Context: an optimization exercise on an open-source flow, tuned for small area, a short achievable clock period and few clock cycles. The choices shown serve that exercise and are no tape-out recipe.
Function was checked by simulation only, so behaviour that the tests miss may differ from the original.
Power and IR drop assume default switching activity.

==> 04-24 <==
## lorenc
module lorenc (
    input  wire        clk,
    input  wire        rst,
    input  wire        op_valid,
    input  wire [1:0]  op_code,
    input  wire [7:0]  op_start,
    input  wire [8:0]  op_src_len,
    output wire        busy,
    output reg         done,
    output reg  [1:0]  status,
    input  wire        en,
    input  wire        tp_present,
    input  wire        ok,
    input  wire        tx_empty,
    output reg  [7:0]  tx_data,
    output reg         tx_valid,
    output reg         tx_last,
    output wire [8:0]  src_addr,
    output reg         src_re,
    input  wire [7:0]  src_data,
    input  wire        cfg_we,
    input  wire [1:0]  cfg_idx,
    input  wire [20:0] cfg_wdata,
    input  wire [2:0]  cfg_count,
    output reg         hb_req,
    output reg         log_evt,
    output reg  [2:0]  fault,
    output wire [8:0]  total,
    input  wire [7:0]  occ_idx,
    output wire        occ_bit
);
export LEC_CHECK = 0
export CAP_MARGIN = 20
export CORE_MARGIN = 2
export CORE_UTILIZATION = 55
export CTS_CLUSTER_DIAMETER = 100
export CTS_CLUSTER_SIZE = 20
export PLACE_DENSITY = 0.7
export SETUP_SLACK_MARGIN = 4.7
export SLEW_MARGIN = 20
export SYNTH_HIERARCHICAL = 1
create_clock -name core_clock -period 10.0 [get_ports {clk}]
run.sh (not shown) runs the stock make flow with config.mk's settings and CLKGATE_MAP_FILE= SYNTH_SCRIPT=/design/flow/synth_recipe.tcl, a recipe that flattens the netlist after the stock synthesis.
==> inputs of 11-17, as changes to 04-24 <==
--- a/flow/design.v
+++ b/flow/design.v
@@ -49,21 +49,23 @@
     wire [2:0] w_et = w_dt[2] ? {1'b1, w_dt[1:0]} :
                       (w_am == 2'd1) ? 3'd1 : (w_am == 2'd2) ? 3'd2 : 3'd0;
     wire [7:0] w_n  = (w_dt == 3'd7) ? 8'd0 : cfg_wdata[7:0];
     always @(posedge clk)
         if (cfg_we && !busy)
             stg[cfg_idx] <= {w_et, cfg_wdata[15:8], w_n};
     assign total = total_r[8:0];
     reg  [7:0] hi8 [0:3];
+    reg  [3:0] oval;
     integer    oc;
     lorenc_occ u_occ (
         .idx(occ_idx),
         .lo0(cfg[0][15:8]), .lo1(cfg[1][15:8]), .lo2(cfg[2][15:8]), .lo3(cfg[3][15:8]),
         .hi0(hi8[0]), .hi1(hi8[1]), .hi2(hi8[2]), .hi3(hi8[3]),
+        .val(oval),
         .hit(occ_bit)
     );
     reg [3:0]  h_np1;
     reg [8:0]  h_hi;
     reg [18:0] h_w;
     always @(posedge clk)
         for (oc = 0; oc < 4; oc = oc + 1) begin
             h_w = cfg[oc];
@@ -71,20 +73,18 @@
                 3'd1:    h_np1 = h_w[7:4] - {3'd0, (h_w[3:0] == 4'd0)};
                 3'd2:    h_np1 = 4'd1;
                 3'd4:    h_np1 = 4'd3;
                 3'd5:    h_np1 = 4'd7;
                 3'd6:    h_np1 = 4'd15;
                 default: h_np1 = 4'd0;
             endcase
             h_hi = {1'b0, h_w[15:8]} + {5'd0, h_np1};
-            if (n_ctrl <= oc || h_w[7:0] == 8'd0)
-                hi8[oc] <= 8'd0;
-            else
-                hi8[oc] <= (h_hi > 9'd254) ? 8'd254 : h_hi[7:0];
+            oval[oc] <= (n_ctrl > oc) && (h_w[7:0] != 8'd0) && (h_w[15:8] != 8'd255);
+            hi8[oc]  <= (h_hi > 9'd254) ? 8'd254 : h_hi[7:0];
         end
     reg [2:0]  st;
     reg        is_alloff;
     reg        rst_fill;
     reg [7:0]  start_r;
     reg        en_r, tp_r, ok_r, txe_r;
     reg [3:0]  cnt;
     reg [2:0]  ci;
@@ -227,187 +227,200 @@
             if (tap_wr[(i + 1) % NT])
                 ring_nx[(TS * i + TS - 1) * 8 +: 8] = tap_wd;
     end
     always @(posedge clk)
         ring <= ring_nx;
     reg        ib_act;
     reg [6:0]  ib_bb;
     reg [4:0]  ib_n, ib_cnt;
-    reg [3:0]  ib_t;            
+    reg [15:0] ib_iss;
     reg [2:0]  ib_bk;
     reg [7:0]  ib_unit;
     reg        ib_plast;
     wire       frame_acc = (st == S_IDLE) && op_valid && (op_code == 2'd2);
     wire       issuing = (st == S_RUN) || (st == S_CHK && !is_alloff) || frame_acc;
-    reg  [6:0] ph2;             
-    wire [TB-1:0] is_j0 = ph2[TB-1:0] - ib_bb[TB-1:0];
-    wire [3:0] is_j  = {ib_t[3], is_j0};
-    wire       is_ok = ({1'b0, is_j} < ib_n);
+    reg  [6:0] ph3;             
+    wire [TB-1:0] is_j0 = ph3[TB-1:0] - ib_bb[TB-1:0];
+    reg  [3:0] is_j;
+    reg        is_ok;
+    integer    kk;
+    always @* begin
+        is_j  = 4'd0;
+        is_ok = 1'b0;
+        for (kk = 16 / TS - 1; kk >= 0; kk = kk - 1)
+            if ({1'b0, is_j0} + TS * kk < ib_n && !ib_iss[is_j0 + TS * kk]) begin
+                is_j  = is_j0 + TS * kk;
+                is_ok = 1'b1;
+            end
+    end
     wire [6:0] is_g    = ib_bb + {3'b0, is_j};
     wire       is_go   = ib_act && (is_alloff || is_ok);
     wire       is_fin  = is_go && (is_alloff || (ib_cnt == ib_n - 5'd1));
     wire       e_idle_nx;
     reg  [1:0] nout;
     wire       rb_full_w, rq_full_w;
     wire [2:0] n_ahead = {1'b0, nout} + {2'b0, rb_full_w} + {2'b0, rq_full_w};
     wire       ib_load = issuing && (!op_exh || frame_acc) && (cu_st == CU_RDY) &&
                          (!ib_act || is_fin) &&
                          (n_ahead[2:1] == 2'd0 || (n_ahead == 3'd2 && !e_act));
     assign cu_take = ib_load;
     reg        abort;
-    reg        s1_v, s2_v;
-    reg [3:0]  s1_j, s2_j;
-    reg [MW-1:0] s2_m;
-    reg        s1_f, s2_f;          
-    reg        s1_l, s2_l;          
-    reg [2:0]  s1_bk, s2_bk;
-    reg [7:0]  s1_u, s2_u;
-    reg        s1_pl, s2_pl;
-    wire [6:0]    ph1 = ph2 - 7'd1;
-    wire [MW-1:0] s1_m = src_a[6:TB] - ph1[6:TB];
+    reg        s1_v, s2_v, s3_v;
+    reg [3:0]  s1_j, s2_j, s3_j;
+    reg [MW-1:0] s2_m, s3_m;
+    wire [6:0]   ph2 = ph3 - 7'd1;
+    reg        s1_f, s2_f, s3_f;    
+    reg        s1_l, s2_l, s3_l;    
+    reg [2:0]  s1_bk, s2_bk, s3_bk;
+    reg [7:0]  s1_u, s2_u, s3_u;
+    reg        s1_pl, s2_pl, s3_pl;
     reg [6:0]  src_a;
+    reg [7:0]  sd_r;
     reg [7:0]  tap_old;             
     assign src_addr = {2'b0, src_a};
     always @(posedge clk) begin
+        sd_r  <= src_data;
         src_a <= is_g;
         s1_j  <= is_j;
         s1_f  <= (ib_cnt == 5'd0);
         s1_l  <= is_fin;
         s1_bk <= ib_bk;
         s1_u  <= ib_unit;
         s1_pl <= ib_plast;
-        s2_m  <= s1_m;
+        s2_m  <= src_a[6:TB] - ph2[6:TB];
         s2_j <= s1_j; s2_f <= s1_f; s2_l <= s1_l;
         s2_bk <= s1_bk; s2_u <= s1_u; s2_pl <= s1_pl;
-        tap_old <= ring[{s1_m, {TB{1'b0}}, 3'b0} + 8 +: 8];
-        if (!ib_t[3])
-            ib_t <= ib_t + 4'd1;
+        s3_j <= s2_j; s3_m <= s2_m; s3_f <= s2_f; s3_l <= s2_l;
+        s3_bk <= s2_bk; s3_u <= s2_u; s3_pl <= s2_pl;
+        tap_old <= ring[{s2_m, {TB{1'b0}}, 3'b0} + 8 +: 8];
         if (is_go) begin
             ib_cnt <= ib_cnt + 5'd1;
+            ib_iss[is_j] <= 1'b1;
         end
         if (ib_load) begin
             ib_bb    <= (frame_acc ? op_start[6:0] : start_r[6:0]) + cu_bbrel[6:0];
             ib_n     <= cu_bn;
             ib_cnt   <= 5'd0;
-            ib_t     <= 4'd0;
+            ib_iss   <= 16'd0;
             ib_bk    <= cu_b;
             ib_unit  <= cu_unit;
             ib_plast <= (cu_b == 3'd0);
         end
     end
     always @(posedge clk) begin
         if (rst) begin
             ib_act <= 1'b0;
             nout   <= 2'd0;
-            s1_v <= 1'b0; s2_v <= 1'b0;
+            s1_v <= 1'b0; s2_v <= 1'b0; s3_v <= 1'b0;
             src_re <= 1'b0;
         end else begin
             s1_v   <= is_go && !abort;
             src_re <= is_go && !is_alloff;
             s2_v   <= s1_v && !abort;
+            s3_v   <= s2_v && !abort;
             if (abort)
                 nout <= 2'd0;
             else
-                nout <= nout + {1'b0, ib_load} - {1'b0, s2_v && s2_l};
+                nout <= nout + {1'b0, ib_load} - {1'b0, s3_v && s3_l};
             if (abort)
                 ib_act <= 1'b0;
             else if (ib_load)
                 ib_act <= 1'b1;
             else if (is_fin)
                 ib_act <= 1'b0;
         end
     end
     wire       p_off   = is_alloff;
-    wire       p_ch    = (src_data != tap_old) && !p_off;
+    wire       p_ch    = (sd_r != tap_old) && !p_off;
     reg [127:0] rbV;
-    reg [4:0]   rb_n;            
+    reg [15:0]  rb_vm;
     reg         rb_chg, rb_full, rb_term, rb_off, rb_bchg;
     reg [2:0]   rb_bk;
     reg [7:0]   rb_unit;
     reg         pchg;
     assign rb_full_w = rb_full;
-    wire        chg_nx   = (s2_f ? 1'b0 : rb_chg) | p_ch;
+    wire [15:0] p_jbit   = 16'd1 << s3_j;
+    wire        chg_nx   = (s3_f ? 1'b0 : rb_chg) | p_ch;
     wire        bank_chg = force_chg | chg_nx | p_off;
-    wire        bank_trm = s2_pl && (pchg | bank_chg);
-    wire        p_cmpl   = s2_v && s2_l && (bank_chg || bank_trm);
+    wire        bank_trm = s3_pl && (pchg | bank_chg);
+    wire        p_cmpl   = s3_v && s3_l && (bank_chg || bank_trm);
     always @* begin
         tap_wr = {NT{1'b0}};
-        tap_wd = src_data;
+        tap_wd = sd_r;
         if (st == S_INIT) begin
             tap_wr = {NT{1'b1}};
             tap_wd = 8'hFF;
-        end else if (s2_v && !p_off && st == S_RUN) begin
-            tap_wr[s2_m] = 1'b1;
+        end else if (s3_v && !p_off && st == S_RUN) begin
+            tap_wr[s3_m] = 1'b1;
         end
     end
     reg [127:0] rqV;
-    reg [4:0]   rq_n;
+    reg [15:0]  rq_vm;
     reg         rq_full, rq_term, rq_off, rq_tonly;
     reg [2:0]   rq_bk;
     reg [7:0]   rq_unit;
     assign rq_full_w = rq_full;
     wire e_load  = e_idle_nx && rq_full;
     wire rq_load = rb_full && (!rq_full || e_load);
     always @(posedge clk) begin
         if (rq_load) begin
             rqV      <= rbV;
-            rq_n     <= rb_n;
+            rq_vm    <= rb_vm;
             rq_term  <= rb_term;
             rq_off   <= rb_off;
             rq_bk    <= rb_bk;
             rq_unit  <= rb_unit;
             rq_tonly <= !rb_bchg;
         end
         if (rst)
             rq_full <= 1'b0;
         else if (rq_load)
             rq_full <= 1'b1;
         else if (e_load)
             rq_full <= 1'b0;
     end
     integer sl;
     always @(posedge clk) begin
-        if (s2_v) begin
+        if (s3_v) begin
             for (sl = 0; sl < 16; sl = sl + 1)
-                if (s2_j == sl && !p_off)
-                    rbV[8 * sl +: 8] <= src_data;
-            rb_n   <= (s2_f ? 5'd0 : rb_n) + 5'd1;
+                if (s3_j == sl && !p_off)
+                    rbV[8 * sl +: 8] <= sd_r;
+            rb_vm  <= (s3_f ? 16'd0 : rb_vm) | p_jbit;
             rb_chg <= chg_nx;
         end
-        if (s2_v && s2_l) begin
+        if (s3_v && s3_l) begin
             rb_term <= bank_trm;
             rb_off  <= p_off;
-            rb_bk   <= s2_bk;
-            rb_unit <= s2_u;
+            rb_bk   <= s3_bk;
+            rb_unit <= s3_u;
             rb_bchg <= bank_chg;
         end
         if (rst) begin
             rb_full <= 1'b0;
             pchg    <= 1'b0;
         end else begin
             if (p_cmpl)
                 rb_full <= 1'b1;
             else if (rq_load)
                 rb_full <= 1'b0;
             if (st == S_IDLE)
                 pchg <= 1'b0;
-            else if (s2_v && s2_l)
-                pchg <= s2_pl ? 1'b0 : (pchg | bank_chg);
+            else if (s3_v && s3_l)
+                pchg <= s3_pl ? 1'b0 : (pchg | bank_chg);
         end
     end
     localparam E_O = 3'd0, E_Z = 3'd1, E_F = 3'd2, E_C = 3'd3, E_T = 3'd4, E_PRE = 3'd5;
     reg         e_act;
     reg [2:0]   e_ph;
     reg [2:0]   e_f;
     reg [7:0]   e_cval;
     reg [15:0]  e_pend;
     reg [127:0] eV;
-    reg [4:0]   e_n;
-    wire [15:0] e_vm = ~(16'hFFFF << e_n);
+    reg [15:0]  e_vm;
     reg         e_term, e_off;
     reg [2:0]   e_bk;
     reg [7:0]   e_unit;
     reg [15:0] z_v, f_v, c_v, mask_c, mask;
     always @* begin
         for (i = 0; i < 16; i = i + 1) begin
             z_v[i]    = e_vm[i] && (eV[8*i +: 8] == 8'h00);
             f_v[i]    = e_vm[i] && (eV[8*i +: 8] == 8'hFF);
@@ -510,19 +523,19 @@
             e_act    <= 1'b0;
             e_end_r  <= 1'b0;
             tx_valid <= 1'b0;
             tx_last  <= 1'b0;
         end else begin
             e_end_r  <= e_act && !e_lastf && !e_load && e_nlast && (e_next == E_PRE);
             tx_valid <= 1'b0;
             tx_last  <= 1'b0;
-            tx_data  <= e_byte;
             if (e_act) begin
                 tx_valid <= 1'b1;
+                tx_data  <= e_byte;
                 tx_last  <= (e_ph == E_T) && (e_f == 3'd1);
                 if (e_f == 3'd0) begin
                     e_cval <= r_cval;
                     if (e_ph == E_PRE) begin
                         e_ph   <= first_ph;
                         e_pend <= c_v;
                     end
                 end
@@ -538,29 +551,29 @@
                         e_ph <= e_next;
                 end else begin
                     e_f <= e_fnx;
                 end
             end
             if (e_load) begin
                 e_act  <= 1'b1;
                 eV     <= rqV;
-                e_n    <= rq_n;
+                e_vm   <= rq_vm;
                 e_term <= rq_term;
                 e_off  <= rq_off;
                 e_bk   <= rq_bk;
                 e_unit <= rq_unit;
                 e_ph   <= rq_tonly ? E_T : E_PRE;
                 e_f    <= 3'd0;
             end
         end
     end
     wire [14:0] frame_end_in = {7'd0, op_start} + {1'b0, total_r};
     reg         addr_bad;
-    wire        all_idle  = op_exh && !ib_act && !s1_v && !s2_v && !rb_full && !rq_full && !e_act;
+    wire        all_idle  = op_exh && !ib_act && !s1_v && !s2_v && !s3_v && !rb_full && !rq_full && !e_act;
     always @* begin
         abort = 1'b0;
         if (st == S_CHK) begin
             if (fault != 3'd0 || !(en_r && tp_r && ok_r))
                 abort = 1'b1;
             else if (!is_alloff && (!txe_r || addr_bad))
                 abort = 1'b1;
         end
@@ -570,28 +583,28 @@
         if (rst) begin
             st        <= S_INIT;
             init_f    <= 1'b1;
             rst_fill  <= 1'b1;
             i_v       <= 1'b0;
             cnt       <= 4'd0;
             ci        <= 3'd0;
             ph        <= 7'd0;
-            ph2       <= 7'd2;
+            ph3       <= 7'd3;
             n_ctrl    <= 3'd0;
             force_chg <= 1'b1;
             fault     <= 3'd0;
             total_r   <= 14'd0;
             done      <= 1'b0;
             hb_req    <= 1'b0;
             log_evt   <= 1'b0;
             op_exh    <= 1'b0;
         end else begin
             ph      <= ph + 7'd1;
-            ph2     <= ph2 + 7'd1;
+            ph3     <= ph3 + 7'd1;
             done    <= 1'b0;
             hb_req  <= 1'b0;
             log_evt <= 1'b0;
             if (issuing && cu_exh)
                 op_exh <= 1'b1;
             case (st)
             S_IDLE: begin
                 if (op_valid) begin
@@ -699,16 +712,17 @@
             endcase
         end
     end
 endmodule
 module lorenc_occ (
     input  wire [7:0] idx,
     input  wire [7:0] lo0, lo1, lo2, lo3,
     input  wire [7:0] hi0, hi1, hi2, hi3,
+    input  wire [3:0] val,
     output wire       hit
 );
     function ge8;
         input [7:0] a, b;
         reg [7:0] g, e;
         reg [3:0] g1, e1;
         reg [1:0] g2, e2;
         integer k;
@@ -721,14 +735,14 @@
             end
             for (k = 0; k < 2; k = k + 1) begin
                 g2[k] = g1[2*k+1] | (e1[2*k+1] & g1[2*k]);
                 e2[k] = e1[2*k+1] & e1[2*k];
             end
             ge8 = g2[1] | (e2[1] & g2[0]) | (e2[1] & e2[0]);
         end
     endfunction
-    wire in0 = ge8(idx, lo0) && ge8(hi0, idx);
-    wire in1 = ge8(idx, lo1) && ge8(hi1, idx);
-    wire in2 = ge8(idx, lo2) && ge8(hi2, idx);
-    wire in3 = ge8(idx, lo3) && ge8(hi3, idx);
+    wire in0 = val[0] && ge8(idx, lo0) && ge8(hi0, idx);
+    wire in1 = val[1] && ge8(idx, lo1) && ge8(hi1, idx);
+    wire in2 = val[2] && ge8(idx, lo2) && ge8(hi2, idx);
+    wire in3 = val[3] && ge8(idx, lo3) && ge8(hi3, idx);
     assign hit = (idx == 8'd0) | in0 | in1 | in2 | in3;
 endmodule
Settings changed: CORE_UTILIZATION 55 to 45, PLACE_DENSITY 0.7 to 0.6.
==> inputs of 10-03, as changes to 04-24 <==
--- a/flow/design.v
+++ b/flow/design.v
@@ -243,20 +243,23 @@
     wire [3:0] is_j  = {ib_t[3], is_j0};
     wire       is_ok = ({1'b0, is_j} < ib_n);
     wire [6:0] is_g    = ib_bb + {3'b0, is_j};
     wire       is_go   = ib_act && (is_alloff || is_ok);
     wire       is_fin  = is_go && (is_alloff || (ib_cnt == ib_n - 5'd1));
     wire       e_idle_nx;
     reg  [1:0] nout;
     wire       rb_full_w, rq_full_w;
-    wire [2:0] n_ahead = {1'b0, nout} + {2'b0, rb_full_w} + {2'b0, rq_full_w};
+    wire       p_free;
+    wire [2:0] n_base  = {1'b0, nout} + {2'b0, rb_full_w} + {2'b0, rq_full_w};
+    wire       n_le1   = (n_base[2:1] == 2'd0) || (n_base == 3'd2 && p_free);
+    wire       n_eq2   = (n_base == 3'd2 && !p_free) || (n_base == 3'd3 && p_free);
     wire       ib_load = issuing && (!op_exh || frame_acc) && (cu_st == CU_RDY) &&
                          (!ib_act || is_fin) &&
-                         (n_ahead[2:1] == 2'd0 || (n_ahead == 3'd2 && !e_act));
+                         (n_le1 || (n_eq2 && e_idle_nx));
     assign cu_take = ib_load;
     reg        abort;
     reg        s1_v, s2_v;
     reg [3:0]  s1_j, s2_j;
     reg [MW-1:0] s2_m;
     reg        s1_f, s2_f;          
     reg        s1_l, s2_l;          
     reg [2:0]  s1_bk, s2_bk;
@@ -324,16 +327,17 @@
     reg [2:0]   rb_bk;
     reg [7:0]   rb_unit;
     reg         pchg;
     assign rb_full_w = rb_full;
     wire        chg_nx   = (s2_f ? 1'b0 : rb_chg) | p_ch;
     wire        bank_chg = force_chg | chg_nx | p_off;
     wire        bank_trm = s2_pl && (pchg | bank_chg);
     wire        p_cmpl   = s2_v && s2_l && (bank_chg || bank_trm);
+    assign      p_free   = s2_v && s2_l && !(bank_chg || bank_trm);
     always @* begin
         tap_wr = {NT{1'b0}};
         tap_wd = src_data;
         if (st == S_INIT) begin
             tap_wr = {NT{1'b1}};
             tap_wd = 8'hFF;
         end else if (s2_v && !p_off && st == S_RUN) begin
             tap_wr[s2_m] = 1'b1;
Settings changed: CTS_CLUSTER_DIAMETER 100 to 120, CTS_CLUSTER_SIZE 20 to 26.
==> qor summary <==
Detail Placement HPWL: 11-17 110900 um; 04-24 100600 um; 10-03 100400 um
Non-clock buffering overhead in the final layout: 11-17 0.02043; 04-24 0.02136; 10-03 0.02249
Die footprint: 11-17 154100 um2; 04-24 122500 um2; 10-03 122500 um2
Chip height: 11-17 392.6 um; 04-24 350.0 um; 10-03 350.0 um
Count of instances resized after the clock tree is built: 11-17 82; 04-24 97; 10-03 94
Final cycle utilization of the critical path: 11-17 0.5566; 04-24 0.5623; 10-03 0.5671
Starting Density: 11-17 0.4532; 04-24 0.5561; 10-03 0.5562
Wl on met1: 11-17 75760 um; 04-24 66190 um; 10-03 66410 um
Sequential group power: 11-17 8.60 mW; 04-24 8.28 mW; 10-03 8.28 mW
Run status: 11-17 complete, no violations; 04-24 complete, no violations; 10-03 complete, no violations
EDFF count, synth: 11-17 772; 04-24 739; 10-03 739
Post-detailed-routing wire length: 11-17 159200 um; 04-24 145000 um; 10-03 144700 um
Share of synthesized area spent on multiplexers: 11-17 0.04581; 04-24 0.04865; 10-03 0.04943
Number of tap instances: 11-17 2016; 04-24 1600; 10-03 1600
Area occupied by multi-input gates: 11-17 18600 um2; 04-24 18230 um2; 10-03 18380 um2
Total power: 11-17 13.73 mW; 04-24 13.30 mW; 10-03 12.77 mW
Die X: 11-17 392.6 um; 04-24 350.0 um; 10-03 350.0 um
Maximum number of pins on one net before global-route repair: 11-17 158; 04-24 147; 10-03 77
Non-CTS buffers: 11-17 161; 04-24 163; 10-03 170
Pwr Density: 11-17 183.5 nW/um2; 04-24 184.8 nW/um2; 10-03 178.5 nW/um2
Testbench counts of 04-24, summed over its fixed seeds: cycles 57,879.
Testbench counts of 11-17, summed over its fixed seeds: cycles 58,479.
Testbench counts of 10-03, summed over its fixed seeds: cycles 56,756.

==> static timing again, ports no longer ideal <==
The flow's constraints put no driver on any port. The routed layouts listed below were extracted and timed again, unchanged, in two steps. Step 1 (the two cells are an assumption about what drives the block):
set clk [get_ports {clk}]
set_driving_cell -lib_cell sky130_fd_sc_hd__clkbuf_16 $clk
set_driving_cell -lib_cell sky130_fd_sc_hd__buf_2 [delete_from_list [all_inputs] $clk]
Step 2 also shifts input and output timing later by t, the mid clock arrival at the registers, as if the neighbouring blocks saw the same clock. a / b / c = no drivers / after step 1 / after step 2; a / b = the first two.
run | t (ns) | slack for setup (ns) | hold WS [ns] | worst setup path after step 2
04-24 | 0.785 | 4.377 / 4.266 / 4.234 | 0.286 / 0.286 / 0.286 | input to register
11-17 | 0.814 | 4.434 / 4.358 / 4.358 | 0.294 / 0.294 / 0.294 | input to output
10-03 | 0.764 | 4.329 / 4.224 / 4.202 | 0.318 / 0.318 / 0.318 | input to register
After both steps every run listed still meets setup and hold. The setup slack of 04-24, which loses most, moves by -0.111 ns with the drivers and by -0.143 ns with both steps.
